Context: an optimization exercise on an open-source flow, tuned for small area, a short achievable clock period and few clock cycles per item. The choices shown serve that exercise and are no tape-out recipe.
Function was checked by simulation only, so behaviour that the tests miss may differ from the original.

==> inputs of run K <==
Design cksum, start of the top module:
module cksum (
    input  wire        clk,
    input  wire        rst,
    input  wire        in_valid,
    output wire        in_ready,
    input  wire        first,
    input  wire        last,
    input  wire [3:0]  nbytes,
    input  wire [63:0] data,
    output reg         out_valid,
    output wire [31:0] crc,
    output wire [15:0] fl
);
==> module cksum, before the edit <==
module cksum (
    input  wire        clk,
    input  wire        rst,
    input  wire        in_valid,
    output wire        in_ready,
    input  wire        first,
    input  wire        last,
    input  wire [3:0]  nbytes,
    input  wire [63:0] data,
    output reg         out_valid,
    output wire [31:0] crc,
    output wire [15:0] fl
);
    assign in_ready = 1'b1;
    reg        v_r, f_r, l_r;
    reg [3:0]  n_r;
    reg [63:0] d_r;
    always @(posedge clk) begin
        v_r <= in_valid & ~rst;
        f_r <= first;
        l_r <= last;
        n_r <= nbytes;
        d_r <= data;
    end
    function [31:0] crc_byte(input [31:0] c, input [7:0] b);
        integer r;
        reg [31:0] t;
        begin
            t = c ^ {24'd0, b};
            for (r = 0; r < 8; r = r + 1)
                t = t[0] ? ((t >> 1) ^ 32'hEDB88320) : (t >> 1);
            crc_byte = t;
        end
    endfunction
    function [7:0] rotl(input [7:0] x, input integer k);
        rotl = (x << k) | (x >> (8 - k));
    endfunction
    reg [31:0] c_q;
    reg [7:0]  a_q, b_q;      
    assign crc = c_q;
    assign fl  = {b_q, a_q};
    wire [3:0] n_e = v_r ? n_r : 4'd0;
    wire       f_e = v_r & f_r;
    wire [31:0] c_s = f_e ? 32'd0 : c_q;
    wire [63:0] c_e = d_r ^ {32'd0, c_s};
    wire [127:0] c_sh = {c_e, 64'd0} >> {n_e, 3'b000};
    wire [31:0] c_o = c_s >> {n_e, 3'b000};
    reg  [31:0] c_n;
    integer i;
    always @(*) begin
        c_n = 32'd0;
        for (i = 0; i < 8; i = i + 1)
            c_n = crc_byte(c_n, c_sh[8*i +: 8]);
        c_n = c_n ^ c_o;
    end
    wire [7:0] a_in = f_e ? 8'hFF : a_q;
    wire [7:0] b_in = f_e ? 8'hFF : b_q;
    wire [7:0] dm [0:7];
    genvar g;
    generate
        for (g = 0; g < 8; g = g + 1) begin : msk
            assign dm[g] = (n_e > g) ? d_r[8*g +: 8] : 8'd0;
        end
    endgenerate
    localparam N1 = 9, N2 = 15;
    wire [8*(3*N1)-1:0] q1;
    wire [8*(3*N2)-1:0] q2;
    wire [7:0] a_n, b_n;
    assign q1[0 +: 8] = a_in;
    generate
        for (g = 0; g < 8; g = g + 1) begin : op1
            assign q1[8*(g + 1) +: 8] = dm[g];
        end
        for (g = 0; g < N1 - 2; g = g + 1) begin : csa1
            wire [7:0] x = q1[8*(3*g) +: 8];
            wire [7:0] y = q1[8*(3*g + 1) +: 8];
            wire [7:0] z = q1[8*(3*g + 2) +: 8];
            wire [7:0] c = (x & y) | (x & z) | (y & z);
            assign q1[8*(N1 + 2*g) +: 8]     = x ^ y ^ z;
            assign q1[8*(N1 + 2*g + 1) +: 8] = {c[6:0], c[7]};
        end
    endgenerate
    wire [8:0] t1 = {1'b0, q1[8*(3*(N1-2)) +: 8]} + {1'b0, q1[8*(3*(N1-2)+1) +: 8]};
    assign a_n = t1[7:0] + {7'd0, t1[8]};
    assign q2[8*0  +: 8] = b_in;
    assign q2[8*1  +: 8] = n_e[3] ? rotl(a_n, 3) : (n_e[0] ? a_n : 8'd0);
    assign q2[8*2  +: 8] = n_e[1] ? rotl(a_n, 1) : 8'd0;
    assign q2[8*3  +: 8] = n_e[2] ? rotl(a_n, 2) : 8'd0;
    assign q2[8*4  +: 8] = ~dm[1];
    assign q2[8*5  +: 8] = ~rotl(dm[2], 1);
    assign q2[8*6  +: 8] = ~dm[3];
    assign q2[8*7  +: 8] = ~rotl(dm[3], 1);
    assign q2[8*8  +: 8] = ~rotl(dm[4], 2);
    assign q2[8*9  +: 8] = ~dm[5];
    assign q2[8*10 +: 8] = ~rotl(dm[5], 2);
    assign q2[8*11 +: 8] = ~rotl(dm[6], 1);
    assign q2[8*12 +: 8] = ~rotl(dm[6], 2);
    assign q2[8*13 +: 8] = ~rotl(dm[7], 3);
    assign q2[8*14 +: 8] = dm[7];
    generate
        for (g = 0; g < N2 - 2; g = g + 1) begin : csa2
            wire [7:0] x = q2[8*(3*g) +: 8];
            wire [7:0] y = q2[8*(3*g + 1) +: 8];
            wire [7:0] z = q2[8*(3*g + 2) +: 8];
            wire [7:0] c = (x & y) | (x & z) | (y & z);
            assign q2[8*(N2 + 2*g) +: 8]     = x ^ y ^ z;
            assign q2[8*(N2 + 2*g + 1) +: 8] = {c[6:0], c[7]};
        end
    endgenerate
    wire [8:0] t2 = {1'b0, q2[8*(3*(N2-2)) +: 8]} + {1'b0, q2[8*(3*(N2-2)+1) +: 8]};
    assign b_n = t2[7:0] + {7'd0, t2[8]};
    always @(posedge clk) begin
        if (rst)
            out_valid <= 1'b0;
        else
            out_valid <= v_r & l_r;
        c_q <= c_n;
        a_q <= a_n;
        b_q <= b_n;
    end
endmodule
export LEC_CHECK = 0
export CAP_MARGIN = 20
export CORE_MARGIN = 2
export CORE_UTILIZATION = 40
export SLEW_MARGIN = 20
create_clock -name core_clock -period 38.0 [get_ports {clk}]
run.sh (not shown) runs the stock make flow with config.mk's settings and CLKGATE_MAP_FILE= SYNTH_SCRIPT=/design/flow/synth_recipe.tcl, a recipe that flattens the netlist after the stock synthesis.
==> inputs of run D, as changes to run K <==
==> flow/design.v (replaced) <==
module cksum (
    input  wire        clk,
    input  wire        rst,
    input  wire        in_valid,
    output wire        in_ready,
    input  wire        first,
    input  wire        last,
    input  wire [3:0]  nbytes,
    input  wire [63:0] data,
    output reg         out_valid,
    output reg  [31:0] crc,
    output reg  [15:0] fl
);
    assign in_ready = 1'b1;
    function [31:0] crc_byte(input [31:0] c, input [7:0] b);
        integer r;
        reg [31:0] t;
        begin
            t = c ^ {24'd0, b};
            for (r = 0; r < 8; r = r + 1)
                t = t[0] ? ((t >> 1) ^ 32'hEDB88320) : (t >> 1);
            crc_byte = t;
        end
    endfunction
    function [15:0] fold(input [15:0] x);
        fold = {8'd0, x[7:0]} + {8'd0, x[15:8]};
    endfunction
    reg [31:0] crc_q;
    reg [15:0] s1_q, s2_q;
    reg [4:0]  k_q;
    reg [31:0] c_n;
    reg [15:0] s1_n, s2_n;
    reg [4:0]  k_n;
    reg [15:0] t1, t2;
    reg [15:0] fl_n;
    integer j;
    always @(*) begin
        c_n  = first ? 32'd0   : crc_q;
        s1_n = first ? 16'h00FF : s1_q;
        s2_n = first ? 16'h00FF : s2_q;
        k_n  = first ? 5'd0    : k_q;
        for (j = 0; j < 8; j = j + 1) begin
            if (j < nbytes) begin
                c_n  = crc_byte(c_n, data[8*j +: 8]);
                s1_n = s1_n + {8'd0, data[8*j +: 8]};
                s2_n = s2_n + s1_n;
                k_n  = k_n + 5'd1;
                if (k_n == 5'd20) begin
                    s1_n = fold(s1_n);
                    s2_n = fold(s2_n);
                    k_n  = 5'd0;
                end
            end
        end
        t1 = s1_n;
        t2 = s2_n;
        if (k_n != 5'd0) begin
            t1 = fold(t1);
            t2 = fold(t2);
        end
        t1 = fold(t1);
        t2 = fold(t2);
        fl_n = {t2[7:0], 8'd0} | t1;
    end
    always @(posedge clk) begin
        if (rst) begin
            crc_q     <= 32'd0;
            s1_q      <= 16'h00FF;
            s2_q      <= 16'h00FF;
            k_q       <= 5'd0;
            out_valid <= 1'b0;
            crc       <= 32'd0;
            fl        <= 16'd0;
        end else begin
            out_valid <= in_valid && last;
            if (in_valid) begin
                crc_q <= c_n;
                s1_q  <= s1_n;
                s2_q  <= s2_n;
                k_q   <= k_n;
                if (last) begin
                    crc <= c_n;
                    fl  <= fl_n;
                end
            end
        end
    end
endmodule
==> comparison table <==
Status: run D finished clean; run K finished clean
Hold Startpoint: run D crc[6]$_SDFFE_PP0P_; run K l_r$_DFF_P_
Area inside the core boundary: run D 0.0919 mm^2; run K 0.0490 mm^2
Pin count of the biggest net entering global routing: run D 100; run K 59
Number of ordinary and repair buffers in the finished layout: run D 508; run K 144
Worst Clk Skew: run D 11.3 ps; run K 20.1 ps
Pre-antenna DRT Iters: run D 6; run K 8
Starting density of the core: run D 40.4%; run K 40.6%
Site row count: run D 111; run K 81
Post-synthesis simple-gate area fraction: run D 19.3%; run K 8.93%
Sequential cell area in the final layout: run D 0.00236 mm^2; run K 0.00240 mm^2
Hold endpoint: run D crc[6]$_SDFFE_PP0P_; run K out_valid$_SDFF_PP0_
Critical Path Stages: run D 164; run K 55
Final #Nets: run D 5920; run K 2378
Worst-path fanout max: run D 5; run K 37
Testbench counts of run K, summed over its fixed seeds: cycles 52,989, bytes 403,081.
Testbench counts of run D, summed over its fixed seeds: cycles 52,981, bytes 403,081.

==> separate check: timing with driven ports <==
The results above use ideal ports. As a check the final layouts listed here were re-extracted and re-timed, cells and wires unchanged. Step 1 assumes that a clkbuf_16 drives the clock port and a buf_2 every other input. Step 2, shift: input delay + t, output delay - t, t = (earliest + latest rising clock arrival at the registers) / 2. This alone moves slack from input paths to output paths. Three values: no drivers, after step 1, after step 2; two values: the first two.
run	shift t [ns]	setup slack, ns	hold WS [ns]	worst setup path after step 2	pins driven straight from the clock port
run K	0.528	23.995 / 23.995 / 23.995	0.459 / 0.459 / 0.459	register to register	1
run D	0.474	1.731 / 1.739 / 1.265	0.452 / 0.452 / 0.452	input to register	1
After both steps every run listed still meets setup and hold. The setup slack of run D, which loses most, moves by +0.008 ns with the drivers and by -0.466 ns with both steps.
